This design comes from an exercise in tuning for small area on the open sky130 flow, not from production work.
In this exercise RTL edits were held to simulation tests only and were not proved equivalent to the original.
Power is estimated from default activity; no workload was simulated.

$ cat config.mk
export PLATFORM = sky130hd
export DESIGN_NAME = hc11mon_dl
export DESIGN_NICKNAME = hc11mon_dl
export VERILOG_FILES = /design/flow/design.v
export SDC_FILE = /design/flow/constraint.sdc
export NUM_CORES = 4
export LEC_CHECK = 0
export CAP_MARGIN = 20
export CORE_MARGIN = 2
export CORE_UTILIZATION = 65
export CTS_BUF_LIST = sky130_fd_sc_hd__clkbuf_8
export PLACE_DENSITY = 0.8
export SLEW_MARGIN = 20
$ cat constraint.sdc
create_clock -name core_clock -period 10.0 [get_ports {clk}]
set_input_delay 2.0000 -clock core_clock [delete_from_list [all_inputs] [get_ports {clk}]]
set_output_delay 2.0000 -clock core_clock [all_outputs]
set_load 0.01 [all_outputs]
$ cat design.v
module hc11_decoder (
    input  wire [7:0] fb,       
    input  wire [2:0] pbc,      
    input  wire       valid,    
    input  wire       extra,    
    output wire [2:0] fam,
    output reg  [3:0] sfx,
    output reg  [2:0] opform,
    output wire       two       
);
    wire [7:0] m = fb & 8'h85;
    wire [7:0] v = fb & 8'hCF;
    wire is_ld  = (m == 8'h84);
    wire is_st  = (m == 8'h85);
    wire is_sub = (m == 8'h80) || ((m == 8'h81) && (v == 8'h83));
    wire [2:0] f = is_ld ? 3'd1 : is_st ? 3'd2 : is_sub ? 3'd3 : 3'd4;
    assign fam = valid ? f : 3'd0;
    reg [3:0] s;
    reg       is16;
    always @(*) begin
        s    = 4'd0;
        is16 = 1'b0;
        case (v)
            8'hC3: begin s = 4'd1; is16 = 1'b1; end
            8'hCB: s = 4'd2;
            8'h89: s = 4'd3;
            8'hC9: s = 4'd4;
            8'h8B: s = 4'd5;
            8'hC0: s = 4'd6;
            8'h80: s = 4'd7;
            8'h86, 8'h87: s = 4'd8;
            8'hC6, 8'hC7: s = 4'd9;
            8'h83, 8'hCC, 8'hCD: begin s = 4'd10; is16 = 1'b1; end
            8'h8E, 8'h8F: begin s = 4'd11; is16 = 1'b1; end
            8'hCE, 8'hCF: s = (pbc == 3'd0 || pbc == 3'd1) ? 4'd12 :
                              (pbc == 3'd2) ? 4'd13 : 4'd0;
            default: ;
        endcase
        sfx = valid ? s : 4'd0;
        case (fb[5:4])
            2'b00: opform = (is16 && !extra) ? 3'd2 : 3'd1;
            2'b01: opform = 3'd3;
            2'b10: opform = (pbc == 3'd0 || pbc == 3'd3) ? 3'd4 :
                            (pbc == 3'd1 || pbc == 3'd2) ? 3'd5 : 3'd3;
            default: opform = 3'd6;
        endcase
        if (!valid) opform = 3'd0;
    end
    assign two = (fb[5:4] == 2'b11) || (fb[5:4] == 2'b00 && is16);
endmodule
module hc11mon_dl #(
    parameter [15:0] MIN      = 16'h0400,
    parameter [15:0] MAX      = 16'h7DFF,
    parameter [15:0] LF_START = 16'h1000,
    parameter [15:0] LF_MAX   = 16'h7DC0
) (
    input  wire        clk,
    input  wire        rst,
    input  wire        cmd_valid,
    output wire        cmd_ready,
    input  wire [1:0]  cmd_op,
    input  wire [15:0] cmd_start,
    input  wire [15:0] cmd_end,
    input  wire        in_valid,
    output wire        in_ready,
    input  wire [7:0]  in_data,
    input  wire        in_eos,
    output wire        mem_req,
    output wire        mem_we,
    output wire [15:0] mem_addr,
    output wire [7:0]  mem_wdata,
    input  wire        mem_ack,
    input  wire [7:0]  mem_rdata,
    output wire        ev_valid,
    input  wire        ev_ready,
    output wire [2:0]  ev_type,
    output wire [15:0] ev_addr,
    output wire [15:0] ev_data,
    output wire [15:0] ev_line,
    output wire [2:0]  ev_kind,
    output wire        ev_flag,
    output wire [2:0]  ev_len,
    output wire [47:0] ev_raw,
    output wire [2:0]  ev_fam,
    output wire [3:0]  ev_sfx,
    output wire [2:0]  ev_opform
);
    localparam EV_ORG = 3'd1, EV_INSTR = 3'd2, EV_END = 3'd3, EV_PROGRESS = 3'd4,
               EV_SUMMARY = 3'd5, EV_REPORT = 3'd6;
    localparam ERR_BOUNDS = 3'd2, ERR_FORMAT = 3'd3, ERR_CHECKSUM = 3'd4,
               ERR_STREAMEND = 3'd5, ERR_RANGE = 3'd6;
    localparam S_IDLE  = 5'd0,
               S_EV    = 5'd1,    
               S_DCMP  = 5'd2,    
               S_DCHK  = 5'd3,    
               S_DPRD  = 5'd4,    
               S_DPEV  = 5'd5,    
               S_DINC  = 5'd6,    
               S_DORD  = 5'd7,    
               S_DREW  = 5'd8,    
               S_DROT  = 5'd29,   
               S_DALN  = 5'd9,    
               S_DADV  = 5'd10,   
               S_LINIT = 5'd11,   
               S_LSCAN = 5'd12,   
               S_LHDR  = 5'd13,   
               S_LHB   = 5'd14,   
               S_LHROT = 5'd15,   
               S_LHCHK = 5'd16,   
               S_LFRST = 5'd17,   
               S_LC    = 5'd18,   
               S_LPAIR = 5'd19,   
               S_LPACC = 5'd20,   
               S_LWR   = 5'd21,   
               S_LINCA = 5'd22,   
               S_LINCD = 5'd23,   
               S_LCNT  = 5'd24,   
               S_LCMP  = 5'd25,   
               S_LFT   = 5'd26,   
               S_LLINE = 5'd27,   
               S_CPEA  = 5'd28;   
    reg [4:0]  state;
    reg [2:0]  etype;
    reg [2:0]  ekind;
    reg [15:0] ra;           
    reg [15:0] re;           
    reg [15:0] rd;           
    reg [15:0] rl;           
    reg [47:0] raw;          
    reg [2:0]  i;            
    reg [1:0]  k;            
    reg [2:0]  pbc;          
    reg        extra;        
    reg        fl;           
    reg        single;       
    reg        ph;           
    reg [3:0]  bc;           
    reg        cy;           
    reg        bw;           
    wire [7:0] fb  = rl[15:8];
    wire [7:0] d8  = raw[7:0];
    wire [7:0] cnt = raw[15:8];
    wire [7:0] acc = raw[23:16];
    wire [2:0] c_fam;
    wire [3:0] c_sfx;
    wire [2:0] c_opform;
    wire       c_two;
    hc11_decoder u_cls (
        .fb(fb), .pbc(pbc), .valid(fl), .extra(extra),
        .fam(c_fam), .sfx(c_sfx), .opform(c_opform), .two(c_two)
    );
    wire [7:0] fm     = fb & 8'h85;
    wire       is_fam = fb[7] && (fb != 8'hCD);
    wire       is_esc = (fm == 8'h00) || (fb == 8'hCD);
    wire [2:0] len    = {1'b0, k} + (fl ? (c_two ? 3'd3 : 3'd2) : 3'd1);
    wire [2:0] esc_cls = (fb == 8'h00) ? 3'd0 : (fb == 8'hCD) ? 3'd1 :
                         (fb == 8'h18) ? 3'd2 : (fb == 8'h1A) ? 3'd3 : 3'd4;
    wire p_dcmp  = (state == S_DCMP);
    wire p_dinc  = (state == S_DINC);
    wire p_drew  = (state == S_DREW);
    wire p_dadv  = (state == S_DADV);
    wire p_linit = (state == S_LINIT);
    wire p_lhb   = (state == S_LHB);
    wire p_lhrot = (state == S_LHROT);
    wire p_lfrst = (state == S_LFRST);
    wire p_lpacc = (state == S_LPACC);
    wire p_linca = (state == S_LINCA);
    wire p_lincd = (state == S_LINCD);
    wire p_lcnt  = (state == S_LCNT);
    wire p_lcmp  = (state == S_LCMP);
    wire p_lft   = (state == S_LFT);
    wire p_lline = (state == S_LLINE);
    wire p_cpea  = (state == S_CPEA);
    wire p_drot  = (state == S_DROT);
    wire s_dprd  = (state == S_DPRD);
    wire s_dord  = (state == S_DORD);
    wire rd_bit  = mem_rdata[bc[2:0]];
    wire rd_take = (s_dprd | s_dord) & mem_ack;    
    wire chain   = rd_take | ((state == S_DALN) & (i != 3'd6));   
    wire hb_first = (i == 3'd2);           
    wire lo8      = ~bc[3];
    wire t_ra  = p_dcmp | p_dinc | p_drew | p_dadv | p_lfrst | p_linca | p_lhrot;
    wire t_acc = (p_lhb & ~hb_first) | p_lpacc;
    wire a_bit = (t_ra & ra[0]) | (p_lincd & rd[0]) | (p_lline & rl[0]) | (p_cpea & re[0]) |
                 (t_acc & acc[0]) | (p_lcnt & cnt[0]);
    wire b_bit = ((p_drew | p_dadv) & ~bc[3] & ~bc[2] & (bc[1:0] != 2'd3) & i[bc[1:0]]) ^ p_drew |
                 ((p_lhb | p_lpacc) & d8[0]) | p_lcnt;
    wire c0    = p_dinc | p_drew | p_linit | p_linca | p_lincd | p_lline;
    wire c_in  = (bc == 4'd0) ? c0 : cy;
    wire sum   = a_bit ^ b_bit ^ c_in;
    wire c_out = (a_bit & b_bit) | (a_bit & c_in) | (b_bit & c_in);
    wire bw_in = (bc == 4'd0) ? 1'b0 : bw;
    wire bw_out = (~re[0] & sum) | (~(re[0] ^ sum) & bw_in);
    wire eq_out = ((bc == 4'd0) | cy) & (d8[0] ^ acc[0]);
    wire nz_out = ((bc != 4'd0) & bw) | d8[0];
    wire p8    = p_lhb | p_lhrot | p_lpacc | p_lcnt | p_lcmp | p_drot;
    wire pend  = p8 ? (bc[2:0] == 3'd7) : (bc == 4'd15);
    wire sh_ra  = t_ra | p_cpea | (p_lhb & ~hb_first);
    wire sh_re  = p_dcmp | p_dadv | p_lfrst | p_cpea;
    wire sh_rd  = p_dcmp | p_linit | p_lincd | p_lft | p_drot | (s_dord & mem_ack);
    wire sh_rl  = p_dcmp | p_linit | p_lline | (s_dprd & mem_ack);
    wire sh_d8  = p_lhb | p_lpacc | p_lcmp | (p_lft & lo8);
    wire sh_cnt = (p_lhb & hb_first) | p_lcnt;
    wire sh_acc = p_lhb | p_lpacc | p_lcmp | p_lft;
    wire ra_in  = p_lhb ? d8[0] : sum;
    wire re_in  = p_lfrst ? sum : re[0];
    wire rd_in  = p_dcmp ? re[0] : p_lft ? (lo8 ? d8[0] : ~acc[0]) : p_drot ? rd[0] : s_dord ? rd_bit : (p_lincd & sum);
    wire rl_in  = s_dprd ? rd_bit : (~p_dcmp & sum);
    wire cnt_in = p_lhb ? d8[0] : sum;
    wire acc_in = p_lcmp | p_lft ? acc[0] : sum;
    wire pass   = sh_ra | sh_re | p_dcmp | p_linit | p_lincd | p_lft | p_drot | p_lline | sh_d8 | sh_acc | sh_cnt | p_lhrot;
    wire        c_num = (in_data >= 8'h30) && (in_data <= 8'h39);
    wire        c_af  = (in_data >= 8'h41) && (in_data <= 8'h46);
    wire        hexok = c_num | c_af;
    wire [3:0]  nib   = in_data[3:0] + (c_af ? 4'd9 : 4'd0);
    wire ra_oob = (ra < MIN) || (ra > MAX);
    wire re_oob = (re < MIN) || (re > MAX);
    wire la_oob = (ra < LF_START) || (ra > LF_MAX);
    wire data_pr = (cnt[7:2] != 6'd0);    
    assign cmd_ready = (state == S_IDLE);
    assign in_ready  = (state == S_LSCAN) || (state == S_LHDR) || (state == S_LC);
    wire   in_take   = in_valid & in_ready;
    assign mem_req   = (state == S_DPRD) || (state == S_DORD) || (state == S_LWR);
    assign mem_we    = (state == S_LWR);
    assign mem_addr  = ra;
    assign mem_wdata = d8;
    wire   ack       = mem_ack;
    assign ev_valid  = (state == S_EV);
    assign ev_type   = etype;
    assign ev_kind   = ekind;
    assign ev_addr   = ra;
    assign ev_data   = rd;
    assign ev_line   = rl;
    assign ev_flag   = fl;
    assign ev_len    = i;
    assign ev_raw    = raw;
    assign ev_fam    = c_fam;
    assign ev_sfx    = c_sfx;
    assign ev_opform = c_opform;
    task emit;
        input [2:0] t;
        input [2:0] kd;
        input       as;
        begin
            etype <= t;
            ekind <= kd;
            state <= as ? S_CPEA : S_EV;
        end
    endtask
    task dec_begin;
        begin
            i <= 3'd0; k <= 2'd0; pbc <= 3'd0; extra <= 1'b0; fl <= 1'b0;
            state <= S_DPRD;
        end
    endtask
    always @(posedge clk) begin
        if (pass) begin
            bc <= pend ? 4'd0 : bc + 4'd1;
            cy <= p_lcmp ? eq_out : c_out;
            bw <= p_lcmp ? nz_out : bw_out;
        end
        if (sh_ra)  ra <= {ra_in, ra[15:1]};
        if (sh_re)  re <= {re_in, re[15:1]};
        if (sh_rd)  rd <= {rd_in, rd[15:1]};
        if (sh_rl)  rl <= {rl_in, rl[15:1]};
        if (chain) begin
            raw <= {rd_bit, raw[47:1]};
            bc[2:0] <= bc[2:0] + 3'd1;
        end
        if (sh_d8)  raw[7:0]   <= {d8[0], d8[7:1]};
        if (sh_cnt) raw[15:8]  <= {cnt_in, cnt[7:1]};
        if (sh_acc) raw[23:16] <= {acc_in, acc[7:1]};
        if (rst) begin
            state <= S_IDLE;
            bc    <= 4'd0;
        end else begin
            case (state)
                S_IDLE: begin
                    if (cmd_valid) begin
                        ra <= cmd_start;
                        re <= cmd_end;
                        case (cmd_op)
                            2'd0: begin
                                single <= 1'b1;
                                dec_begin;
                            end
                            2'd1: begin
                                single <= 1'b0;
                                state <= S_DCMP;
                            end
                            2'd2: begin
                                fl <= 1'b0;
                                state <= S_LINIT;
                            end
                            default: ;
                        endcase
                    end
                end
                S_EV: begin
                    if (ev_ready) begin
                        case (etype)
                            EV_ORG: dec_begin;
                            EV_INSTR: state <= single ? S_IDLE : S_DADV;
                            EV_PROGRESS: begin
                                ph <= 1'b0;
                                state <= S_LSCAN;
                            end
                            default: state <= S_IDLE;
                        endcase
                    end
                end
                S_DCMP: if (pend) state <= S_DCHK;
                S_DCHK: begin
                    if (bw)          emit(EV_REPORT, ERR_RANGE, 1'b0);
                    else if (ra_oob) emit(EV_REPORT, ERR_BOUNDS, 1'b0);
                    else if (re_oob) emit(EV_REPORT, ERR_BOUNDS, 1'b1);
                    else             emit(EV_ORG, 3'd0, 1'b0);
                end
                S_DPRD: if (ack && bc[2:0] == 3'd7) state <= S_DPEV;
                S_DPEV: begin
                    if (is_fam) begin
                        fl <= 1'b1;
                        state <= S_DINC;
                    end else if (is_esc && k != 2'd3) begin
                        pbc <= esc_cls;
                        k <= k + 2'd1;
                        state <= S_DINC;
                    end else
                        state <= S_DREW;
                end
                S_DINC: begin
                    if (pend) begin
                        i <= i + 3'd1;
                        state <= fl ? S_DORD : S_DPRD;
                    end
                end
                S_DORD: begin
                    if (ack && bc[2:0] == 3'd7) begin
                        if (i == {1'b0, k} + 3'd1)
                            extra <= ({mem_rdata[7], raw[47:41]} == 8'h00);
                        state <= (i == len - 3'd1) ? S_DROT : S_DINC;
                    end
                end
                S_DROT: if (pend) state <= S_DREW;
                S_DREW: begin
                    if (pend) begin
                        i <= i + 3'd1;
                        state <= S_DALN;
                    end
                end
                S_DALN: begin
                    if (i == 3'd6) begin
                        i <= len;
                        emit(EV_INSTR, 3'd0, 1'b0);
                    end else if (bc[2:0] == 3'd7)
                        i <= i + 3'd1;
                end
                S_DADV: begin
                    if (pend) begin
                        if (bw_out) emit(EV_END, 3'd0, 1'b1);
                        else        dec_begin;
                    end
                end
                S_LINIT: begin
                    if (pend) begin
                        ph <= 1'b0;
                        state <= S_LSCAN;
                    end
                end
                S_LSCAN: begin
                    if (in_take) begin
                        if (in_eos)
                            emit(EV_REPORT, ERR_STREAMEND, 1'b0);
                        else if (ph && (in_data == "1" || in_data == "9")) begin
                            extra <= (in_data == "9");
                            single <= 1'b0;
                            i <= 3'd0;
                            state <= S_LHDR;
                        end else
                            ph <= (in_data == "S");
                    end
                end
                S_LHDR: begin
                    if (in_take) begin
                        if (in_eos)
                            emit(EV_REPORT, ERR_STREAMEND, 1'b0);
                        else begin
                            raw[7:0] <= {d8[3:0], nib};
                            if (!hexok) single <= 1'b1;
                            i <= i + 3'd1;
                            if (i == 3'd5 && extra)
                                emit(EV_SUMMARY, 3'd0, 1'b1);
                            else if (i[0])
                                state <= S_LHB;
                        end
                    end
                end
                S_LHB: if (pend) state <= (i == 3'd6) ? S_LHROT : S_LHDR;
                S_LHROT: if (pend) state <= S_LHCHK;
                S_LHCHK: begin
                    ph <= 1'b0;
                    if (single)
                        emit(EV_REPORT, ERR_FORMAT, 1'b0);
                    else if (la_oob)
                        emit(EV_REPORT, ERR_BOUNDS, 1'b0);
                    else if (!fl) begin
                        fl <= 1'b1;
                        state <= S_LFRST;
                    end else
                        state <= S_LC;
                end
                S_LFRST: if (pend) state <= S_LC;
                S_LC: begin
                    if (in_take) begin
                        if (in_eos)
                            emit(EV_REPORT, ERR_STREAMEND, 1'b0);
                        else begin
                            raw[7:0] <= {d8[3:0], nib};
                            if (!hexok) single <= 1'b1;
                            ph <= ~ph;
                            if (ph) state <= S_LPAIR;
                        end
                    end
                end
                S_LPAIR: begin
                    if (single)
                        emit(EV_REPORT, ERR_FORMAT, 1'b0);
                    else if (data_pr)
                        state <= S_LPACC;
                    else
                        state <= S_LCMP;
                end
                S_LPACC: begin
                    if (pend) begin
                        if (ra_oob)
                            emit(EV_REPORT, ERR_BOUNDS, 1'b0);
                        else
                            state <= S_LWR;
                    end
                end
                S_LWR: if (ack) state <= S_LINCA;
                S_LINCA: if (pend) state <= S_LINCD;
                S_LINCD: if (pend) state <= S_LCNT;
                S_LCNT:  if (pend) state <= S_LC;
                S_LCMP: begin
                    if (pend) state <= (eq_out & nz_out) ? S_LLINE : S_LFT;
                end
                S_LFT:   if (pend) emit(EV_REPORT, ERR_CHECKSUM, 1'b0);
                S_LLINE: if (pend) emit(EV_PROGRESS, 3'd0, 1'b0);
                S_CPEA:  if (pend) state <= S_EV;
                default: state <= S_IDLE;
            endcase
        end
    end
endmodule
$ cat flow/run.sh
#!/bin/bash
# Own layout flow: the standard flow (standard.sh) with two changes.
#  1. Synthesis maps the logic with ABC's default area-oriented script instead of
#     ORFS's delay-oriented one (the 10 ns clock has ample slack). Everything else in
#     the synthesis is synth_recipe.tcl unchanged: same passes, same register mapping,
#     flattening and renaming.
#  2. The port buffers that placement inserts on every input and output are the
#     smallest buffer cell (buf_1).
# Each tool's output goes to the ORFS logs under orfs/logs; make's own output goes to
# flow_make.log.
set -euo pipefail
here=$(pwd)

# synthesis script: synth_recipe.tcl with its "source .../synth.tcl" replaced by a copy
# of synth.tcl whose abc call uses the default script (flow/area_abc.tcl does this)
python3 - "$here" <<'PY'
import sys, re
here = sys.argv[1]
src = open(f"{here}/synth_recipe.tcl").read()
line = "source $::env(SCRIPTS_DIR)/synth.tcl"
assert line in src, "synth_recipe.tcl changed"
src = src.replace(line, f"source {here}/flow/area_abc.tcl")
open(f"{here}/own_synth.tcl", "w").write(src)
std = open(f"{here}/standard.sh").read()
new, n = re.subn(r"SYNTH_SCRIPT=\S*synth_recipe\.tcl", f"SYNTH_SCRIPT={here}/own_synth.tcl", std)
assert n == 1, "standard.sh changed"
open(f"{here}/own_standard.sh", "w").write(new)
PY

export BUFFER_PORTS_ARGS="-buffer_cell sky130_fd_sc_hd__buf_1"
export CTS_ARGS="-sink_clustering_enable -repair_clock_nets -dont_use_dummy_load -buf_list sky130_fd_sc_hd__clkbuf_8"
bash "$here/own_standard.sh" > "$here/flow_make.log" 2>&1
$ cat flow/area_abc.tcl
# ORFS synth.tcl, run with one change: the abc call maps with ABC's default script
# (area oriented, no delay target) instead of the script chosen by synth_preamble.tcl.
set f [open $::env(SCRIPTS_DIR)/synth.tcl]
set txt [read $f]
close $f
set old {log_cmd abc {*}$abc_args}
if { [string first $old $txt] < 0 } { error "abc call not found in synth.tcl" }
set new {log_cmd abc {*}$lib_args {*}$lib_dont_use_args}
uplevel #0 [string map [list $old $new] $txt]
$ cat standard.sh
#!/bin/bash
# synth_recipe.tcl (not shown) runs the flow's synth.tcl, then flattens the netlist and writes it again
# the make line also repeats each setting of config.mk as NAME=value (left out here)
make -C /OpenROAD-flow-scripts/flow DESIGN_CONFIG=/design/flow/config.mk WORK_HOME=/design/flow/orfs CLKGATE_MAP_FILE= SYNTH_SCRIPT=/design/flow/synth_recipe.tcl "${@:-finish}"
==> out/metrics.cfg, run 1 <==
[routing]
vias = 7372
routedWlPerCell_um = 21.75
drt.antenna.violating_nets = 0
drt_iter0_drc = 1079
drt-total-wl_um = 24100
avgViaCountPerCell = 6.653
detail_route.drc_violations = 0
drt-pass1-iter-count = 7

[floorplan]
floorplan.die.width_um = 111.6
initial_core_util_pct = 66.24
boundaryPins = 202
core_rows = 39
design.die.area_sq_um = 12460
placeableCoreArea_sq_um = 11370
chipHeight_um = 111.6

[critical_path]
worst_path_max_delay_cell = sky130_fd_sc_hd__nor4_1
critical_path.top_delay_family = simple AND/OR/NAND/NOR gates
r2r_start = state[3]
worstSetupPathType = flop to flop
cp_max_fanout = 13
path_buf_inv = 1
rrSetupSlack_ns = 4.87
critPathLaunchType = flop
endpoint_kind = flop
crit-reg2reg-capture = pbc[2]
worst_r2r_path_depth = 10
critical_path.cell_chain = nor4b_1, o21ai_0, nand3_1, a211oi_1, fa_1, clkinv_1, ha_1, a31oi_1, a21oi_1, nor4_1
slowest_delay_ns = 0.79
timing.critical_path.required_ns = 10.05
arrival_ns = 5.18

[flow_run]
cap_violations = 0

[yosys]
post_synth_inst_count = 763
synth_edf_count = 92
seq_area_frac_synth_pct = 49.71
ys_types = 56
yosys.area.top_type = sky130_fd_sc_hd__edfxtp_1
synth-seq-cells = 141
post-synth-top-count-cell = sky130_fd_sc_hd__edfxtp_1
synth.avg_cell_area_sq_um = 9.870
synth_commonest_cells = sky130_fd_sc_hd__edfxtp_1 (92), sky130_fd_sc_hd__nor2_1 (87), sky130_fd_sc_hd__nand2_1 (72), sky130_fd_sc_hd__a21oi_1 (68), sky130_fd_sc_hd__dfxtp_1 (49)
post_synth_main_area_contributors = sky130_fd_sc_hd__edfxtp_1 (37%), sky130_fd_sc_hd__dfxtp_1 (13%), sky130_fd_sc_hd__mux2i_1 (5.8%), sky130_fd_sc_hd__a21oi_1 (4.5%), sky130_fd_sc_hd__nor2_1 (4.3%)
yosys_most_used_dff = sky130_fd_sc_hd__edfxtp_1
synth-async-reset-ratio_pct = 0
area_of_the_mapped_netlist_sq_um = 7531
postSynthNetCount = 838
synthDominantCellAreaShare_pct = 36.68
synth_warnings = 2

[timing]
fin_worst_skew_ns = 0.02205
fmax_mhz = 195.0
min_period_ns = 5.129
max-slew-margin-rel_pct = 22.60
final_report_hold_violation_count = 0
grt_setup_unrepaired = false
final_min_period_over_clock_period_pct = 51.29
final.setup.tns_ns = 0
worst_pin_slew_ns = 1.150
setup_viol_count_final = 0
final.setup.worst_slack_ns = 4.871
final-max-slew-violation-count = 0

[clock_network]
root_buffer_selected_by_cts = sky130_fd_sc_hd__clkbuf_8
post_cts_resized = 0
cts-buffers-inserted = 17
tritoncts = built
cts.sinks = 141
insertion_delay_of_the_later_clocked_pin_in_the_worst_skew_pair_ns = 0.45
cts.hold.buffers_added = 0
cts_setup_buffers = 0
h-tree-depth = 4
cts_buffer_depth = 2
cts.reportedPaths.clkPinSlew_ns = 0.07

[cells_and_area]
final_nets = 1042
regArea_sq_um = 3744
final_design_area_no_fill_sq_um = 8592
insertedDiodeCount = 0
share_of_final_layout_standard_cells_stronger_than_drive_strength_1_pct = 2.902
flow.area_growth_from_synthesis_pct = 14.09
fill_cells = 783
multi_input_area_sq_um = 3535

[worst_hold_path]
timing.hold.worst_path_depth = 0
holdPathEnd = raw[35]
holdCritPathClass = flop to flop
hold_path.startpoint = raw[36]

[grt]
grtUsageTotal_pct = 38.19
first_global_vias = 6922
global_route_wire_length_before_repair_um = 37150
total_overflow_reported_by_the_global_router = 0
grt_start_max_net_pins = 65
grt_antenna_before_repair = 0

[place]
port_buffers = 201
place_worst_setup_slack_ns = 5.141
detailed_placer_s_ending_hpwl_um = 17770
placed_area_sq_um = 8337
place.gp.congestion = 1.017

[pwr]
power_per_cell_area_nw_per_um2 = 291.0
final_total_power_uw = 2501
leakagePower_uw = 0.003070
ir_drop_mv = 0.1949

[outcome]
outcome = no timing/DRC/antenna violations

[cells in the final DEF (no fill, tap or decap), types with 10 or more instances in the layout]
cell                       netlist  routed
sky130_fd_sc_hd__nor2_1         87      87
sky130_fd_sc_hd__edfxtp_1       92      92
sky130_fd_sc_hd__a21oi_1        68      68
sky130_fd_sc_hd__dfxtp_1        49      49
sky130_fd_sc_hd__a31oi_1        12      12
sky130_fd_sc_hd__ha_1           16      16
sky130_fd_sc_hd__mux2i_1        44      44
sky130_fd_sc_hd__nor4_1         18      17
sky130_fd_sc_hd__clkinv_1       21      21
sky130_fd_sc_hd__nand2_1        72      72
sky130_fd_sc_hd__buf_1           0     201
sky130_fd_sc_hd__clkbuf_8        0      17
sky130_fd_sc_hd__nand4_1        17      17
sky130_fd_sc_hd__nand3_1        37      37
sky130_fd_sc_hd__o21ai_0        22      22
sky130_fd_sc_hd__and3_1         10      10
sky130_fd_sc_hd__nand2b_1       12      12
sky130_fd_sc_hd__a211oi_1       13      13
sky130_fd_sc_hd__nor2b_1        11      11
sky130_fd_sc_hd__nor3_1         40      40
[registers in the layout, summed over array words and instances (netlist names)]
| signal | cells |
|---|---|
| etype | 3 |
| bc | 4 |
| single | 1 |
| k | 2 |
| cy | 1 |
| pbc | 3 |
| state | 5 |
| raw | 48 |
| rl | 16 |
| i | 3 |
| rd | 16 |
| ph | 1 |
| ra | 16 |
| extra | 1 |
| bw | 1 |
| fl | 1 |
| re | 16 |
| ekind | 3 |
[through the flow]
| stage | instances | utilization (%) | hold slack, ns |
|---|---|---|---|
| final | 1108 | 75.57 | 0.4465 |
| after CTS | 1107 | 75.38 | 0.4490 |
| after detailed placement | 1090 | 73.32 | 0.4340 |
| after global placement | 1090 | 73.32 | 0.4297 |
| after global routing | 1108 | 75.57 | 0.4686 |
| after floorplan | 763 | - | 0.4715 |
[where the power goes]
part           internal, uW  switching [uW]
Clock                   149             186
Sequential              847             201
Combinational           407             709
Total                  1400            1100
[logic make-up after synthesis]
logic type | Yosys count | synth area share [%]
xor+xnor | 12 | 1.595
flops | 141 | 49.71
simple gates | 347 | 23.06
buf+inv | 45 | 3.439
compound gates | 153 | 12.41
mux | 47 | 6.596
fa+ha+maj | 18 | 3.190
[cell type report]
type	count	area share [%]
flip-flops and latches	141	43.57
well taps	143	2.082
multi-input cells	577	41.14
clock buffers	17	2.723
repair buffers	209	9.567
inverters	21	0.9174
[layer usage]
layer | global-route usage (%) | vias up | wire length (um)
li1 | - | 3279 | -
met2 | 61.41 | 532 | 11330
met5 | 0 | - | 0
met1 | 49.69 | 3465 | 9170
met3 | 9.363 | 96 | 2617
met4 | 16.46 | 0 | 976
[worst max-delay path by stage]
stage / from / endpoint / slack (ns) / depth (start not counted)
2_1_floorplan: state[4] / k[0] / 5.62 / 11
3_5_place_dp: state[1] / pbc[2] / 5.14 / 11
3_3_place_gp: state[3] / pbc[0] / 5.16 / 10
5_1_grt: state[2] / pbc[2] / 4.51 / 10
6_report: state[3] / pbc[2] / 4.87 / 10
4_1_cts: state[1] / pbc[2] / 5.09 / 11
==> inputs of run 2 (changes only) <==
--- a/design.v
+++ b/design.v
@@ -97,28 +97,28 @@
                S_DPEV  = 5'd5,    
                S_DINC  = 5'd6,    
                S_DORD  = 5'd7,    
-               S_DREW  = 5'd8,    
-               S_DROT  = 5'd29,   
-               S_DALN  = 5'd9,    
-               S_DADV  = 5'd10,   
-               S_LINIT = 5'd11,   
-               S_LSCAN = 5'd12,   
-               S_LHDR  = 5'd13,   
-               S_LHB   = 5'd14,   
-               S_LHROT = 5'd15,   
-               S_LHCHK = 5'd16,   
-               S_LFRST = 5'd17,   
-               S_LC    = 5'd18,   
-               S_LPAIR = 5'd19,   
-               S_LPACC = 5'd20,   
-               S_LWR   = 5'd21,   
-               S_LINCA = 5'd22,   
-               S_LINCD = 5'd23,   
-               S_LCNT  = 5'd24,   
-               S_LCMP  = 5'd25,   
-               S_LFT   = 5'd26,   
-               S_LLINE = 5'd27,   
-               S_CPEA  = 5'd28;   
+               S_DREW  = 5'd9,    
+               S_DROT  = 5'd8,   
+               S_DALN  = 5'd10,    
+               S_DADV  = 5'd11,   
+               S_LINIT = 5'd12,   
+               S_LSCAN = 5'd13,   
+               S_LHDR  = 5'd14,   
+               S_LHB   = 5'd15,   
+               S_LHROT = 5'd16,   
+               S_LHCHK = 5'd17,   
+               S_LFRST = 5'd18,   
+               S_LC    = 5'd19,   
+               S_LPAIR = 5'd20,   
+               S_LPACC = 5'd21,   
+               S_LWR   = 5'd22,   
+               S_LINCA = 5'd23,   
+               S_LINCD = 5'd24,   
+               S_LCNT  = 5'd25,   
+               S_LCMP  = 5'd26,   
+               S_LFT   = 5'd27,   
+               S_LLINE = 5'd28,   
+               S_CPEA  = 5'd29;   
     reg [4:0]  state;
     reg [2:0]  etype;
     reg [2:0]  ekind;
--- a/flow/run.sh
+++ b/flow/run.sh
@@ -6,6 +6,8 @@
 #     flattening and renaming.
 #  2. The port buffers that placement inserts on every input and output are the
 #     smallest buffer cell (buf_1).
+#  3. Clock tree synthesis builds the tree from clkbuf_8 and adds no dummy loads
+#     (-dont_use_dummy_load); every register is still clocked through the buffered tree.
 # Each tool's output goes to the ORFS logs under orfs/logs; make's own output goes to
 # flow_make.log.
 set -euo pipefail
--- a/config.mk
+++ b/config.mk
@@ -7,7 +7,7 @@
 export LEC_CHECK = 0
 export CAP_MARGIN = 20
 export CORE_MARGIN = 2
-export CORE_UTILIZATION = 65
+export CORE_UTILIZATION = 72
 export CTS_BUF_LIST = sky130_fd_sc_hd__clkbuf_8
-export PLACE_DENSITY = 0.8
+export PLACE_DENSITY = 0.85
 export SLEW_MARGIN = 20
==> out/metrics.cfg, run 2 <==
[outcome]
outcome = no timing/DRC/antenna violations

[clock_network]
tritoncts = built
cts.reportedPaths.clkPinSlew_ns = 0.08  ; about the same
insertion_delay_of_the_later_clocked_pin_in_the_worst_skew_pair_ns = 0.45  ; about the same
post_cts_resized = 0  ; unchanged
cts-buffers-inserted = 17  ; unchanged
cts_buffer_depth = 2  ; unchanged
h-tree-depth = 4  ; unchanged
cts.hold.buffers_added = 0  ; unchanged
cts.sinks = 141  ; unchanged
cts_setup_buffers = 0  ; unchanged
root_buffer_selected_by_cts = sky130_fd_sc_hd__clkbuf_8

[critical_path]
worst_r2r_path_depth = 11  ; +1
path_buf_inv = 2  ; +1
crit-reg2reg-capture = pbc[0]
slowest_delay_ns = 0.94  ; +0.15 ns
critical_path.cell_chain = clkinv_1, a22oi_1, nand2_1, o21ai_0, and4_1, fa_1, clkinv_1, ha_1, a31oi_1, a21oi_1, nor4_1
critical-path-top-cell-by-count = sky130_fd_sc_hd__clkinv_1
worstSetupPathType = flop to flop
endpoint_kind = flop
arrival_ns = 5.44  ; +0.26 ns
cp_max_fanout = 26  ; +13
r2r_start = state[4]
critical_path.top_delay_family = compound AO/OA/AOI/OAI gates
critPathLaunchType = flop
rrSetupSlack_ns = 4.59  ; -0.28 ns
worst_path_max_delay_cell = sky130_fd_sc_hd__nor4_1
crit_cells = 11  ; +1
timing.critical_path.required_ns = 10.03  ; -0.02 ns

[pwr]
ir_drop_mv = 0.2324  ; +19%
power_per_cell_area_nw_per_um2 = 285.2  ; -2.0%
leakagePower_uw = 0.003030  ; -1.3%

[timing]
final_report_hold_violation_count = 0  ; unchanged
max-slew-margin-rel_pct = 29.69  ; +7.1 points
fmax_mhz = 184.7  ; -5.2%
setup_viol_count_final = 0  ; unchanged
final.setup.worst_slack_ns = 4.587  ; -0.2838 ns
grt_setup_unrepaired = false
final-max-slew-violation-count = 0  ; unchanged
worst_pin_slew_ns = 1.045  ; -0.1054 ns
final_min_period_over_clock_period_pct = 54.13  ; +2.8 points
fin_worst_skew_ns = 0.03393  ; +0.01188 ns
final.setup.tns_ns = 0  ; unchanged
min_period_ns = 5.413  ; +0.2838 ns
fin_worst_hold_slack_ns = 0.4446  ; -0.001948 ns

[yosys]
area_of_the_mapped_netlist_sq_um = 7507  ; -0.32%
synth_commonest_cells = sky130_fd_sc_hd__nand2_1 (114), sky130_fd_sc_hd__edfxtp_1 (92), sky130_fd_sc_hd__o21ai_0 (65), sky130_fd_sc_hd__nor2_1 (59), sky130_fd_sc_hd__dfxtp_1 (49)
yosys_most_used_dff = sky130_fd_sc_hd__edfxtp_1
seq_area_frac_synth_pct = 49.87  ; +0.16 points
postSynthNetCount = 825  ; -1.6%
synthDominantCellAreaShare_pct = 36.80  ; +0.12 points
yosys.area.top_type = sky130_fd_sc_hd__edfxtp_1
compound_cell_area_share_of_the_yosys_netlist_pct = 13.55  ; +1.1 points
synth_warnings = 2  ; unchanged
synthSimpleGateAreaFrac_pct = 22.38  ; -0.68 points
post-synth-top-count-cell = sky130_fd_sc_hd__nand2_1
synth-async-reset-ratio_pct = 0  ; unchanged
post_synth_main_area_contributors = sky130_fd_sc_hd__edfxtp_1 (37%), sky130_fd_sc_hd__dfxtp_1 (13%), sky130_fd_sc_hd__mux2i_1 (6.0%), sky130_fd_sc_hd__nand2_1 (5.7%), sky130_fd_sc_hd__o21ai_0 (4.3%)
synthAdderAreaFrac_pct = 2.533  ; -0.66 points
synth-xor-area-share_pct = 1.517  ; -0.078 points
ys_types = 62  ; +11%
largest_family_of_logic_cells_by_synthesized_area = simple AND/OR/NAND/NOR gates
synth-seq-cells = 141  ; unchanged
synth_edf_count = 92  ; unchanged
synth.avg_cell_area_sq_um = 9.956  ; +0.87%
muxShareOfSynthArea_pct = 6.900  ; +0.30 points
post_synth_inst_count = 754  ; -1.2%

[grt]
grtUsageTotal_pct = 38.00  ; -0.19 points
global_route_wire_length_before_repair_um = 33160  ; -11%
total_overflow_reported_by_the_global_router = 0  ; unchanged
grt_start_max_net_pins = 65  ; unchanged
grt_antenna_before_repair = 0  ; unchanged
first_global_vias = 6421  ; -7.2%

[floorplan]
placeableCoreArea_sq_um = 10230  ; -10%
design.die.area_sq_um = 11260  ; -9.7%
chipHeight_um = 106.1  ; -5.0%
boundaryPins = 202  ; unchanged
core_rows = 37  ; -5.1%
floorplan.die.width_um = 106.1  ; -5.0%
initial_core_util_pct = 73.38  ; +7.1 points

[routing]
avgViaCountPerCell = 6.601  ; -0.79%
drt-pass1-iter-count = 12  ; +5
routedWlPerCell_um = 19.70  ; -9.4%
vias = 7175  ; -2.7%
drt-total-wl_um = 21410  ; -11%
drt_iter0_drc = 1367  ; +27%
detail_route.drc_violations = 0  ; unchanged
drt.antenna.violating_nets = 0  ; unchanged

[cells_and_area]
most_common_cell_after_layout_fill_and_taps_aside = sky130_fd_sc_hd__buf_1
insertedDiodeCount = 0  ; unchanged
final_cell_mix = sky130_fd_sc_hd__buf_1 (201), sky130_fd_sc_hd__nand2_1 (114), sky130_fd_sc_hd__edfxtp_1 (92)
register_containing_the_most_flip_flops_in_the_final_layout = raw
flow.area_growth_from_synthesis_pct = 13.78
finalCoreUtilization_pct = 83.49  ; +7.9 points
share_of_final_layout_standard_cells_stronger_than_drive_strength_1_pct = 2.734  ; -0.17 points
final-instance-count-excl-fill = 1087  ; -1.9%
final_nets = 1024  ; -1.7%
largest_register_ff_count = 48  ; unchanged

[place]
port_buffers = 201  ; unchanged
detailed_placer_s_ending_hpwl_um = 15340  ; -14%
place_worst_setup_slack_ns = 4.922  ; -0.2189 ns
placedCellCount = 1069  ; -1.9%
place.gp.congestion = 1.346  ; +32%

[worst_hold_path]
holdPathEnd = rd[2]
holdCritPathClass = flop to flop
hold_path.startpoint = rd[3]
timing.hold.worst_path_depth = 0  ; unchanged

[flow_run]
cap_violations = 0  ; unchanged

==> run 2: cell types whose count changed after synthesis, sizes merged, moves of 4 or more <==
cell and delta:
clkinv -4, nor2 -28, a31oi -8, o31a +5
nor3 -22, a211oi -6, ha -4, nand2 +42
a21oi -44, o21ai +43, nand2b -5
==> run 2: worst max path at each step <==
stage,startpoint,endpoint,slack [ns]
floorplan,cmd_valid,ra[0],5.81
global placement,state[4],pbc[0],5.29
detailed placement,state[4],pbc[2],4.92
CTS,state[4],pbc[0],4.87
global route,state[4],pbc[0],4.45
finish,state[4],pbc[0],4.59
==> run 2: per-layer routing <==
layer	share of wire (%)	global-route usage [%]
met5	0	0
met4	5.1	13.44
met3	11	12.69
met2	46	59.62
met1	38	49.65
==> run 2: area by class of cell <==
type | instances | area, sq um
sequential | 141 | 3744
multi-input combinational | 572 | 3541
fill | 612 | 1689
timing repair buffer | 204 | 789.5
clock buffer | 17 | 234.0
tap | 136 | 170.2
inverter | 17 | 63.81
==> run 2: logic make-up after synthesis <==
family | after synthesis
AO/OA/AOI/OAI | 160
XOR/XNOR | 13
adder cells (fa/ha/maj) | 14
buffers and inverters | 41
flip-flops | 141
multiplexers | 49
AND/OR/NAND/NOR | 336
==> run 2: report_power, final <==
| part | internal (uW) | switching, uW | leakage (uW) |
|---|---|---|---|
| clock | 149 | 180 | 0.000122 |
| sequential | 863 | 217 | 0.00126 |
| combinational | 370 | 658 | 0.00165 |
==> run 2: stage by stage <==
step	cell area [sq um]	total power, uW
2_1_floorplan	7507	1757
3_3_place_gp	8277	2009
3_5_place_dp	8277	2062
4_1_cts	8511	2390
5_1_grt	8542	2580
6_report	8542	2436
==> inputs of run 3 (changes only) <==
--- a/config.mk
+++ b/config.mk
@@ -7,7 +7,7 @@
 export LEC_CHECK = 0
 export CAP_MARGIN = 20
 export CORE_MARGIN = 2
-export CORE_UTILIZATION = 72
+export CORE_UTILIZATION = 65
 export CTS_BUF_LIST = sky130_fd_sc_hd__clkbuf_8
-export PLACE_DENSITY = 0.85
+export PLACE_DENSITY = 0.8
 export SLEW_MARGIN = 20
==> out/metrics.cfg, run 3 <==
[clock_network]
cts.reportedPaths.clkPinSlew_ns = 0.07  ; about the same
h-tree-depth = 4  ; unchanged
insertion_delay_of_the_later_clocked_pin_in_the_worst_skew_pair_ns = 0.46  ; about the same
root_buffer_selected_by_cts = sky130_fd_sc_hd__clkbuf_8
cts-buffers-inserted = 17  ; unchanged
tritoncts = built
cts_buffer_depth = 2  ; unchanged
cts.hold.buffers_added = 0  ; unchanged
cts_setup_buffers = 0  ; unchanged
cts.sinks = 141  ; unchanged
post_cts_resized = 0  ; unchanged

[worst_hold_path]
hold_path.startpoint = raw[28]
holdCritPathClass = flop to flop

[routing]
routedWlPerCell_um = 21.20  ; +7.6%
dr_wl_met3_um = 2305  ; -4.0%
detail_route.drc_violations = 0  ; unchanged
drt.antenna.violating_nets = 0  ; unchanged
drt_iter0_drc = 1005  ; -26%
vias = 7295  ; +1.7%
drt-pass1-iter-count = 6  ; -6
avgViaCountPerCell = 6.662  ; +0.93%
dr_wl_met2_um = 11040  ; +12%
highest_metal_layer_with_signal_wires = met4
drt-total-wl_um = 23210  ; +8.4%
route.layer.met1.wl_um = 8780  ; +8.9%

[critical_path]
arrival_ns = 5.17  ; -0.27 ns
critical_path.cell_chain = nor2b_1, nand3_1, nand2_1, o21ai_0, and4_1, fa_1, clkinv_1, ha_1, a31oi_1, a21oi_1, nor4_1
endpoint_kind = flop
path_buf_inv = 1  ; -1
critical_path.top_delay_family = simple AND/OR/NAND/NOR gates
slowest_delay_ns = 0.80  ; -0.14 ns
worst_path_max_delay_cell = sky130_fd_sc_hd__nor4_1
startpoint = state[3]
timing.critical_path.required_ns = 10.06  ; +0.03 ns
r2r_start = state[3]
worstSetupPathType = flop to flop
cp_max_fanout = 18  ; -31%
critPathLaunchType = flop

[cells_and_area]
insertedDiodeCount = 0  ; unchanged
final_nets = 1025  ; +0.098%
regArea_sq_um = 3744  ; unchanged
multi_input_area_sq_um = 3535  ; -0.18%
fill_cells = 791  ; +29%
flow.area_growth_from_synthesis_pct = 13.92
share_of_final_layout_standard_cells_stronger_than_drive_strength_1_pct = 2.731  ; -0.0029 points
most_common_cell_after_layout_fill_and_taps_aside = sky130_fd_sc_hd__buf_1
register_containing_the_most_flip_flops_in_the_final_layout = raw
largest_register_ff_count = 48  ; unchanged
final_cell_mix = sky130_fd_sc_hd__buf_1 (201), sky130_fd_sc_hd__nand2_1 (114), sky130_fd_sc_hd__edfxtp_1 (92)
final-instance-count-excl-fill = 1095  ; +0.74%

[place]
port_buffers = 201  ; unchanged
place.gp.congestion = 1.056  ; -22%
detailed_placer_s_ending_hpwl_um = 17430  ; +14%
placedCellCount = 1077  ; +0.75%

[pwr]
p_int_uw = 1384  ; +0.13%
leakagePower_uw = 0.003035  ; +0.16%
power.switching_fraction_pct = 43.77  ; +0.50 points
ir_drop_mv = 0.2262  ; -2.6%
sequentialPowerShare_pct = 43.7  ; -0.6 points
clock_power_share_pct = 13.5  ; about the same
share_comb_of_total_power_pct = 42.8  ; +0.6 points
power_per_cell_area_nw_per_um2 = 287.8  ; +0.91%
switching_power_uw = 1077  ; +2.2%

[grt]
grt_start_max_net_pins = 65  ; unchanged
total_overflow_reported_by_the_global_router = 0  ; unchanged
first_global_vias = 6852  ; +6.7%
global_route_wire_length_before_repair_um = 35830  ; +8.1%
grtUsageTotal_pct = 37.08  ; -0.93 points
grt_antenna_before_repair = 0  ; unchanged

[timing]
max-slew-margin-rel_pct = 27.87  ; -1.8 points
final.setup.tns_ns = 0  ; unchanged
fin_worst_hold_slack_ns = 0.4523  ; +0.007719 ns
final-max-slew-violation-count = 0  ; unchanged
worst_pin_slew_ns = 1.072  ; +0.02704 ns
fin_worst_skew_ns = 0.02975  ; -0.004177 ns
setup_viol_count_final = 0  ; unchanged
final_report_hold_violation_count = 0  ; unchanged
grt_setup_unrepaired = false
min_period_ns = 5.112  ; -0.3010 ns
fmax_mhz = 195.6  ; +5.9%
final_min_period_over_clock_period_pct = 51.12  ; -3.0 points

[yosys]
synthDominantCellAreaShare_pct = 36.80  ; unchanged
area_of_the_mapped_netlist_sq_um = 7507  ; unchanged
postSynthNetCount = 825  ; unchanged
post_synth_main_area_contributors = sky130_fd_sc_hd__edfxtp_1 (37%), sky130_fd_sc_hd__dfxtp_1 (13%), sky130_fd_sc_hd__mux2i_1 (6.0%), sky130_fd_sc_hd__nand2_1 (5.7%), sky130_fd_sc_hd__o21ai_0 (4.3%)
synth_warnings = 2  ; unchanged
yosys.area.top_type = sky130_fd_sc_hd__edfxtp_1
synth-async-reset-ratio_pct = 0  ; unchanged
post-synth-top-count-cell = sky130_fd_sc_hd__nand2_1
yosys_most_used_dff = sky130_fd_sc_hd__edfxtp_1
seq_area_frac_synth_pct = 49.87  ; unchanged
synth.avg_cell_area_sq_um = 9.956  ; unchanged
synth-seq-cells = 141  ; unchanged
post_synth_inst_count = 754  ; unchanged
ys_types = 62  ; unchanged
synth_commonest_cells = sky130_fd_sc_hd__nand2_1 (114), sky130_fd_sc_hd__edfxtp_1 (92), sky130_fd_sc_hd__o21ai_0 (65), sky130_fd_sc_hd__nor2_1 (59), sky130_fd_sc_hd__dfxtp_1 (49)
synth_edf_count = 92  ; unchanged

[floorplan]
placeableCoreArea_sq_um = 11320  ; +11%
initial_core_util_pct = 66.31  ; -7.1 points
core_rows = 39  ; +5.4%
design.die.area_sq_um = 12430  ; +10%
chipHeight_um = 111.5  ; +5.1%
floorplan.die.width_um = 111.5  ; +5.1%
boundaryPins = 202  ; unchanged

[flow_run]
cap_violations = 0  ; unchanged

[outcome]
outcome = no timing/DRC/antenna violations

[run 3: cell counts after synthesis]
Identical to the previous run, type by type.
[run 3: cell type report]
cell class | instances | share of cell area (%)
tap | 143 | 2.092
clock buffer | 17 | 2.736
timing repair buffer | 205 | 9.320
inverter | 17 | 0.7462
multi-input combinational | 572 | 41.33
sequential | 141 | 43.77
[run 3: stage by stage]
step,instance area [sq um],utilization (%),power (uW),setup WS (ns)
finish,8552,75.54,2461,4.888
global route,8552,75.54,2594,4.586
CTS,8527,75.32,2429,5.004
detailed placement,8293,73.25,2098,5.041
global placement,8293,73.25,2046,5.178
floorplan,7507,-,1757,5.814
[run 3: path summary, 6_finish.rpt]
check             to  slack (ns)  cells after the start
min          raw[27]        0.45                      0
max reg2reg     k[0]        4.89                     11
min reg2reg  raw[27]        0.45                      0
max             k[0]        4.89                     11
[run 3: layer usage]
metal / GRT usage [%] / vias up
met5: 0 / -
met4: 18.60 / 0
met3: 8.002 / 109
met2: 60.28 / 519
met1: 47.31 / 3434
li1: - / 3233
[run 3: logic make-up after synthesis]
group	after synthesis	share of synthesized area, %
flip-flops	141	49.87
adder cells (fa/ha/maj)	14	2.533
buffers and inverters	41	3.250
AND/OR/NAND/NOR	336	22.38
AO/OA/AOI/OAI	160	13.55
XOR/XNOR	13	1.517
multiplexers	49	6.900
[run 3: power groups by stage]
stage | registers (uW) | logic (uW) | clock network (uW)
after CTS | 1070 | 1030 | 333
after floorplan | 1080 | 676 | 0
after global routing | 1100 | 1140 | 354
after global placement | 1050 | 992 | 0
after detailed placement | 1080 | 1020 | 0
final | 1070 | 1050 | 333
==> inputs of run 4 (changes only) <==
--- a/flow/run.sh
+++ b/flow/run.sh
@@ -30,5 +30,5 @@
 PY
 
 export BUFFER_PORTS_ARGS="-buffer_cell sky130_fd_sc_hd__buf_1"
-export CTS_ARGS="-sink_clustering_enable -repair_clock_nets -dont_use_dummy_load -buf_list sky130_fd_sc_hd__clkbuf_8"
+export CTS_ARGS="-sink_clustering_enable -sink_clustering_size 30 -sink_clustering_max_diameter 300 -sink_clustering_buffer sky130_fd_sc_hd__clkbuf_8 -repair_clock_nets -dont_use_dummy_load -buf_list sky130_fd_sc_hd__clkbuf_8"
 bash "$here/own_standard.sh" > "$here/flow_make.log" 2>&1
==> out/metrics.cfg, run 4 <==
[place]
detailed_placer_s_ending_hpwl_um = 17430  ; unchanged
place.gp.congestion = 1.056  ; unchanged
port_buffers = 201  ; unchanged
placedCellCount = 1077  ; unchanged

[routing]
avgViaCountPerCell = 6.662  ; unchanged
highest_metal_layer_with_signal_wires = met4
detail_route.drc_violations = 0  ; unchanged
route.layer.met1.wl_um = 8780  ; unchanged
drt-pass1-iter-count = 6  ; unchanged
vias = 7295  ; unchanged
routedWlPerCell_um = 21.20  ; unchanged
drt_iter0_drc = 1005  ; unchanged
drt.antenna.violating_nets = 0  ; unchanged
dr_wl_met3_um = 2305  ; unchanged
drt-total-wl_um = 23210  ; unchanged
dr_wl_met2_um = 11040  ; unchanged

[pwr]
final_total_power_uw = 2461  ; unchanged
ir_drop_mv = 0.2262  ; unchanged
p_int_uw = 1384  ; unchanged
power.switching_fraction_pct = 43.77  ; unchanged
clock_power_share_pct = 13.5  ; about the same
sequentialPowerShare_pct = 43.7  ; about the same
leakagePower_uw = 0.003035  ; unchanged
share_comb_of_total_power_pct = 42.8  ; about the same
power_per_cell_area_nw_per_um2 = 287.8  ; unchanged
switching_power_uw = 1077  ; unchanged

[yosys]
synth_commonest_cells = sky130_fd_sc_hd__nand2_1 (114), sky130_fd_sc_hd__edfxtp_1 (92), sky130_fd_sc_hd__o21ai_0 (65), sky130_fd_sc_hd__nor2_1 (59), sky130_fd_sc_hd__dfxtp_1 (49)
synth-seq-cells = 141  ; unchanged
post-synth-top-count-cell = sky130_fd_sc_hd__nand2_1
area_of_the_mapped_netlist_sq_um = 7507  ; unchanged
seq_area_frac_synth_pct = 49.87  ; unchanged
synth-async-reset-ratio_pct = 0  ; unchanged
synthDominantCellAreaShare_pct = 36.80  ; unchanged
synth.avg_cell_area_sq_um = 9.956  ; unchanged
post_synth_main_area_contributors = sky130_fd_sc_hd__edfxtp_1 (37%), sky130_fd_sc_hd__dfxtp_1 (13%), sky130_fd_sc_hd__mux2i_1 (6.0%), sky130_fd_sc_hd__nand2_1 (5.7%), sky130_fd_sc_hd__o21ai_0 (4.3%)
synth_warnings = 2  ; unchanged
yosys_most_used_dff = sky130_fd_sc_hd__edfxtp_1
yosys.area.top_type = sky130_fd_sc_hd__edfxtp_1
postSynthNetCount = 825  ; unchanged
synth_edf_count = 92  ; unchanged
ys_types = 62  ; unchanged
post_synth_inst_count = 754  ; unchanged

[grt]
grt_start_max_net_pins = 65  ; unchanged
total_overflow_reported_by_the_global_router = 0  ; unchanged
grt_antenna_before_repair = 0  ; unchanged
grtUsageTotal_pct = 37.08  ; unchanged
first_global_vias = 6852  ; unchanged
global_route_wire_length_before_repair_um = 35830  ; unchanged

[floorplan]
design.die.area_sq_um = 12430  ; unchanged
initial_core_util_pct = 66.31  ; unchanged
floorplan.die.width_um = 111.5  ; unchanged
core_rows = 39  ; unchanged
boundaryPins = 202  ; unchanged
placeableCoreArea_sq_um = 11320  ; unchanged
chipHeight_um = 111.5  ; unchanged

[clock_network]
root_buffer_selected_by_cts = sky130_fd_sc_hd__clkbuf_8
post_cts_resized = 0  ; unchanged
h-tree-depth = 4  ; unchanged
cts-buffers-inserted = 17  ; unchanged
cts.sinks = 141  ; unchanged
cts.reportedPaths.clkPinSlew_ns = 0.07  ; about the same
cts_setup_buffers = 0  ; unchanged
tritoncts = built
insertion_delay_of_the_later_clocked_pin_in_the_worst_skew_pair_ns = 0.46  ; about the same
cts.hold.buffers_added = 0  ; unchanged
cts_buffer_depth = 2  ; unchanged

[critical_path]
critPathLaunchType = flop
cp_max_fanout = 18  ; unchanged
worstSetupPathType = flop to flop
arrival_ns = 5.17  ; about the same
r2r_start = state[3]
crit-reg2reg-capture = k[0]
rrSetupSlack_ns = 4.89  ; about the same
endpoint_kind = flop
worst_r2r_path_depth = 11  ; unchanged
timing.critical_path.required_ns = 10.06  ; about the same

[timing]
worst_pin_slew_ns = 1.072  ; unchanged
final.setup.tns_ns = 0  ; unchanged
final_min_period_over_clock_period_pct = 51.12  ; unchanged
max-slew-margin-rel_pct = 27.87  ; unchanged
fmax_mhz = 195.6  ; unchanged
setup_viol_count_final = 0  ; unchanged
min_period_ns = 5.112  ; unchanged
final_report_hold_violation_count = 0  ; unchanged
fin_worst_skew_ns = 0.02975  ; unchanged
grt_setup_unrepaired = false
final-max-slew-violation-count = 0  ; unchanged

[cells_and_area]
multi_input_area_sq_um = 3535  ; unchanged
register_containing_the_most_flip_flops_in_the_final_layout = raw
final_cell_mix = sky130_fd_sc_hd__buf_1 (201), sky130_fd_sc_hd__nand2_1 (114), sky130_fd_sc_hd__edfxtp_1 (92)
flow.area_growth_from_synthesis_pct = 13.92  ; unchanged
final_nets = 1025  ; unchanged
most_common_cell_after_layout_fill_and_taps_aside = sky130_fd_sc_hd__buf_1
fill_cells = 791  ; unchanged
insertedDiodeCount = 0  ; unchanged
finalCoreUtilization_pct = 75.54  ; unchanged
final-instance-count-excl-fill = 1095  ; unchanged
largest_register_ff_count = 48  ; unchanged
share_of_final_layout_standard_cells_stronger_than_drive_strength_1_pct = 2.731  ; unchanged
regArea_sq_um = 3744  ; unchanged

[outcome]
outcome = no timing/DRC/antenna violations

[flow_run]
cap_violations = 0  ; unchanged

[worst_hold_path]
timing.hold.worst_path_depth = 0  ; unchanged
holdCritPathClass = flop to flop
hold_path.startpoint = raw[28]
holdPathEnd = raw[27]

-- run 4: cell counts after synthesis --
Identical to the previous run, type by type.
-- run 4: layout make-up --
type                       count  share of cell area (%)
timing repair buffer         205                   9.320
clock buffer                  17                   2.736
multi-input combinational    572                   41.33
inverter                      17                  0.7462
sequential                   141                   43.77
tap                          143                   2.092
-- run 4: logic make-up after synthesis --
group / after synthesis / share of synthesized area (%)
AO/OA/AOI/OAI: 160 / 13.55
XOR/XNOR: 13 / 1.517
adder cells (fa/ha/maj): 14 / 2.533
buffers and inverters: 41 / 3.250
flip-flops: 141 / 49.87
multiplexers: 49 / 6.900
AND/OR/NAND/NOR: 336 / 22.38
-- run 4: routing by layer --
layer / vias to the layer above / track usage [%]
li1: 3233 / -
met1: 3434 / 47.31
met2: 519 / 60.28
met3: 109 / 8.002
met4: 0 / 18.60
met5: - / 0
-- run 4: how the worst max path moves through the flow --
stage          startpoint     to  slack [ns]  depth (start not counted)
2_1_floorplan   cmd_valid  ra[0]        5.81                          3
3_3_place_gp     state[3]   k[0]        5.18                         11
3_5_place_dp     state[3]   k[1]        5.04                         11
4_1_cts          state[3]   k[0]        5.00                         11
5_1_grt          state[3]   k[0]        4.59                         11
6_report         state[3]   k[0]        4.89                         11
-- run 4: stage by stage --
step	hold WS (ns)	setup slack, ns	instance area (sq um)
2_1_floorplan	0.4921	5.814	7507
3_3_place_gp	0.4263	5.178	8293
3_5_place_dp	0.4334	5.041	8293
4_1_cts	0.4456	5.004	8527
5_1_grt	0.4601	4.586	8552
6_report	0.4523	4.888	8552
-- run 4: power by group through the flow --
stage / logic [uW] / clock network [uW] / registers, uW
6_report: 1050 / 333 / 1070
5_1_grt: 1140 / 354 / 1100
4_1_cts: 1030 / 333 / 1070
3_5_place_dp: 1020 / 0 / 1080
3_3_place_gp: 992 / 0 / 1050
2_1_floorplan: 676 / 0 / 1080
-- run 4: critical path, cell delays in order (launching register included) --
cell and delay, ns:
sky130_fd_sc_hd__dfxtp_1 0.61, sky130_fd_sc_hd__nor2b_1 0.52, sky130_fd_sc_hd__nand3_1 0.47, sky130_fd_sc_hd__nand2_1 0.23, sky130_fd_sc_hd__o21ai_0 0.11, sky130_fd_sc_hd__and4_1 0.19, sky130_fd_sc_hd__fa_1 0.65, sky130_fd_sc_hd__clkinv_1 0.09
sky130_fd_sc_hd__ha_1 0.28, sky130_fd_sc_hd__a31oi_1 0.51, sky130_fd_sc_hd__a21oi_1 0.28, sky130_fd_sc_hd__nor4_1 0.80
==> inputs of run 5 (changes only) <==
--- a/flow/run.sh
+++ b/flow/run.sh
@@ -30,5 +30,5 @@
 PY
 
 export BUFFER_PORTS_ARGS="-buffer_cell sky130_fd_sc_hd__buf_1"
-export CTS_ARGS="-sink_clustering_enable -sink_clustering_size 30 -sink_clustering_max_diameter 300 -sink_clustering_buffer sky130_fd_sc_hd__clkbuf_8 -repair_clock_nets -dont_use_dummy_load -buf_list sky130_fd_sc_hd__clkbuf_8"
+export CTS_ARGS="-sink_clustering_enable -sink_clustering_size 40 -sink_clustering_max_diameter 300 -sink_clustering_levels 1 -repair_clock_nets -dont_use_dummy_load -buf_list sky130_fd_sc_hd__clkbuf_8"
 bash "$here/own_standard.sh" > "$here/flow_make.log" 2>&1
==> out/metrics.cfg, run 5 <==
[timing]
worst_pin_slew_ns = 1.072  ; unchanged
final.setup.tns_ns = 0  ; unchanged
fmax_mhz = 195.6  ; unchanged
final-max-slew-violation-count = 0  ; unchanged
final_report_hold_violation_count = 0  ; unchanged
grt_setup_unrepaired = false
max-slew-margin-rel_pct = 27.87  ; unchanged
fin_worst_hold_slack_ns = 0.4523  ; unchanged
final_min_period_over_clock_period_pct = 51.12  ; unchanged
setup_viol_count_final = 0  ; unchanged
min_period_ns = 5.112  ; unchanged
fin_worst_skew_ns = 0.02975  ; unchanged

[floorplan]
design.die.area_sq_um = 12430  ; unchanged
floorplan.die.width_um = 111.5  ; unchanged
placeableCoreArea_sq_um = 11320  ; unchanged
core_rows = 39  ; unchanged
boundaryPins = 202  ; unchanged
initial_core_util_pct = 66.31  ; unchanged
chipHeight_um = 111.5  ; unchanged

[pwr]
ir_drop_mv = 0.2262  ; unchanged
leakagePower_uw = 0.003035  ; unchanged
share_comb_of_total_power_pct = 42.8  ; about the same
p_int_uw = 1384  ; unchanged
switching_power_uw = 1077  ; unchanged
clock_power_share_pct = 13.5  ; about the same
sequentialPowerShare_pct = 43.7  ; about the same
power.switching_fraction_pct = 43.77  ; unchanged
final_total_power_uw = 2461  ; unchanged
power_per_cell_area_nw_per_um2 = 287.8  ; unchanged

[critical_path]
cp_max_fanout = 18  ; unchanged
critical_path.top_delay_family = simple AND/OR/NAND/NOR gates
worst_path_max_delay_cell = sky130_fd_sc_hd__nor4_1
timing.critical_path.required_ns = 10.06  ; about the same
arrival_ns = 5.17  ; about the same
path_buf_inv = 1  ; unchanged
critical_path.cell_chain = nor2b_1, nand3_1, nand2_1, o21ai_0, and4_1, fa_1, clkinv_1, ha_1, a31oi_1, a21oi_1, nor4_1
critPathLaunchType = flop
endpoint_kind = flop
worstSetupPathType = flop to flop
slowest_delay_ns = 0.80  ; about the same

[yosys]
area_of_the_mapped_netlist_sq_um = 7507  ; unchanged
synth-async-reset-ratio_pct = 0  ; unchanged
synth_commonest_cells = sky130_fd_sc_hd__nand2_1 (114), sky130_fd_sc_hd__edfxtp_1 (92), sky130_fd_sc_hd__o21ai_0 (65), sky130_fd_sc_hd__nor2_1 (59), sky130_fd_sc_hd__dfxtp_1 (49)
postSynthNetCount = 825  ; unchanged
yosys_most_used_dff = sky130_fd_sc_hd__edfxtp_1
synth-seq-cells = 141  ; unchanged
post_synth_main_area_contributors = sky130_fd_sc_hd__edfxtp_1 (37%), sky130_fd_sc_hd__dfxtp_1 (13%), sky130_fd_sc_hd__mux2i_1 (6.0%), sky130_fd_sc_hd__nand2_1 (5.7%), sky130_fd_sc_hd__o21ai_0 (4.3%)
post_synth_inst_count = 754  ; unchanged
yosys.area.top_type = sky130_fd_sc_hd__edfxtp_1
synthDominantCellAreaShare_pct = 36.80  ; unchanged
synth_edf_count = 92  ; unchanged
synth_warnings = 2  ; unchanged
post-synth-top-count-cell = sky130_fd_sc_hd__nand2_1
seq_area_frac_synth_pct = 49.87  ; unchanged
synth.avg_cell_area_sq_um = 9.956  ; unchanged
ys_types = 62  ; unchanged

[routing]
drt-pass1-iter-count = 6  ; unchanged
detail_route.drc_violations = 0  ; unchanged
drt.antenna.violating_nets = 0  ; unchanged
drt_iter0_drc = 1005  ; unchanged
vias = 7295  ; unchanged
routedWlPerCell_um = 21.20  ; unchanged
drt-total-wl_um = 23210  ; unchanged
avgViaCountPerCell = 6.662  ; unchanged

[clock_network]
tritoncts = built
h-tree-depth = 4  ; unchanged
post_cts_resized = 0  ; unchanged
cts-buffers-inserted = 17  ; unchanged
root_buffer_selected_by_cts = sky130_fd_sc_hd__clkbuf_8
cts_buffer_depth = 2  ; unchanged
cts.sinks = 141  ; unchanged
cts_setup_buffers = 0  ; unchanged
cts.hold.buffers_added = 0  ; unchanged
cts.reportedPaths.clkPinSlew_ns = 0.07  ; about the same
insertion_delay_of_the_later_clocked_pin_in_the_worst_skew_pair_ns = 0.46  ; about the same

[cells_and_area]
final_nets = 1025  ; unchanged
register_containing_the_most_flip_flops_in_the_final_layout = raw
fill_cells = 791  ; unchanged
largest_register_ff_count = 48  ; unchanged
final_cell_mix = sky130_fd_sc_hd__buf_1 (201), sky130_fd_sc_hd__nand2_1 (114), sky130_fd_sc_hd__edfxtp_1 (92)
insertedDiodeCount = 0  ; unchanged
most_common_cell_after_layout_fill_and_taps_aside = sky130_fd_sc_hd__buf_1
share_of_final_layout_standard_cells_stronger_than_drive_strength_1_pct = 2.731  ; unchanged
flow.area_growth_from_synthesis_pct = 13.92  ; unchanged

[place]
detailed_placer_s_ending_hpwl_um = 17430  ; unchanged
place.gp.congestion = 1.056  ; unchanged
port_buffers = 201  ; unchanged

[grt]
globalRouteMet3Util_pct = 8.002  ; unchanged
grt_start_max_net_pins = 65  ; unchanged
met1_demand_to_capacity_share_in_global_routing_pct = 47.31  ; unchanged
first_global_vias = 6852  ; unchanged
grtUsageTotal_pct = 37.08  ; unchanged
gr_layer_usage_met2_pct = 60.28  ; unchanged
total_overflow_reported_by_the_global_router = 0  ; unchanged
grt.busiest_layer = met2
global_route_wire_length_before_repair_um = 35830  ; unchanged
grt_antenna_before_repair = 0  ; unchanged

[outcome]
outcome = no timing/DRC/antenna violations

[flow_run]
cap_violations = 0  ; unchanged

[worst_hold_path]
holdCritPathClass = flop to flop

==> run 5: path summary, 6_finish.rpt <==
path	slack (ns)	to	depth (start not counted)	from
setup / recovery	4.89	k[0]	11	state[3]
hold / removal	0.45	raw[27]	0	raw[28]
setup reg to reg	4.89	k[0]	11	state[3]
hold reg to reg	0.45	raw[27]	0	raw[28]
==> run 5: through the flow <==
stage          instances  util [%]  worst slack, ns  instance area [sq um]
2_1_floorplan        754         -            5.814                   7507
3_3_place_gp        1077     73.25            5.178                   8293
3_5_place_dp        1077     73.25            5.041                   8293
4_1_cts             1094     75.32            5.004                   8527
5_1_grt             1095     75.54            4.586                   8552
6_report            1095     75.54            4.888                   8552
==> run 5: cells by family after synthesis <==
group | share of synthesized area (%)
adders and majority gates | 2.533
xor gates and xnor gates | 1.517
and+or+nand+nor | 22.38
AOI/OAI and AO/OA | 13.55
DFF | 49.87
muxes | 6.900
buffers and inverters | 3.250
==> run 5: final cells by class <==
class	count	area, sq um	area share (%)
repair buffers	205	797.0	9.320
multi-input cells	572	3535	41.33
inverters	17	63.81	0.7462
clock buffers	17	234.0	2.736
well taps	143	178.9	2.092
flip-flops and latches	141	3744	43.77
==> run 5: per-layer routing <==
metal  vias to the layer above  routed length, um
met1                      3434               8780
li1                       3233                  -
met5                         -                  0
met4                         0               1082
met2                       519              11040
met3                       109               2305
==> run 5: power by group through the flow <==
stage / Sequential, uW / Clock (uW) / Combinational, uW
3_3_place_gp: 1050 / 0 / 992
3_5_place_dp: 1080 / 0 / 1020
4_1_cts: 1070 / 333 / 1030
2_1_floorplan: 1080 / 0 / 676
5_1_grt: 1100 / 354 / 1140
6_report: 1070 / 333 / 1050

[static timing again, ports no longer ideal]
No port has a modelled driver above. Below, the same layouts with a new extraction and two added sets of constraints. Step 1, drivers: a clkbuf_16 drives clk and a buf_2 each remaining input, both assumed. Step 2 times the ports against the registers' clock, not the clock port: input delays grow and output delays shrink by t, the midpoint of the rising clock arrivals with the driver on. a / b / c = ideal / step 1 / step 2; a / b = the first two.
run | shift t [ns] | setup WS [ns] | hold slack, ns | latest minus earliest clock arrival (ns)
run 1 | 0.475 | 4.871 / 4.871 / 4.871 | 0.447 / 0.447 / 0.447 | 0.022 / 0.022
run 2 | 0.469 | 4.587 / 4.587 / 4.587 | 0.445 / 0.445 / 0.445 | 0.034 / 0.034
run 3 | 0.487 | 4.888 / 4.888 / 4.888 | 0.452 / 0.452 / 0.452 | 0.030 / 0.030
run 4 | 0.487 | 4.888 / 4.888 / 4.888 | 0.452 / 0.452 / 0.452 | 0.030 / 0.030
run 5 | 0.487 | 4.888 / 4.888 / 4.888 | 0.452 / 0.452 / 0.452 | 0.030 / 0.030
After both steps setup and hold are still met in every run listed.
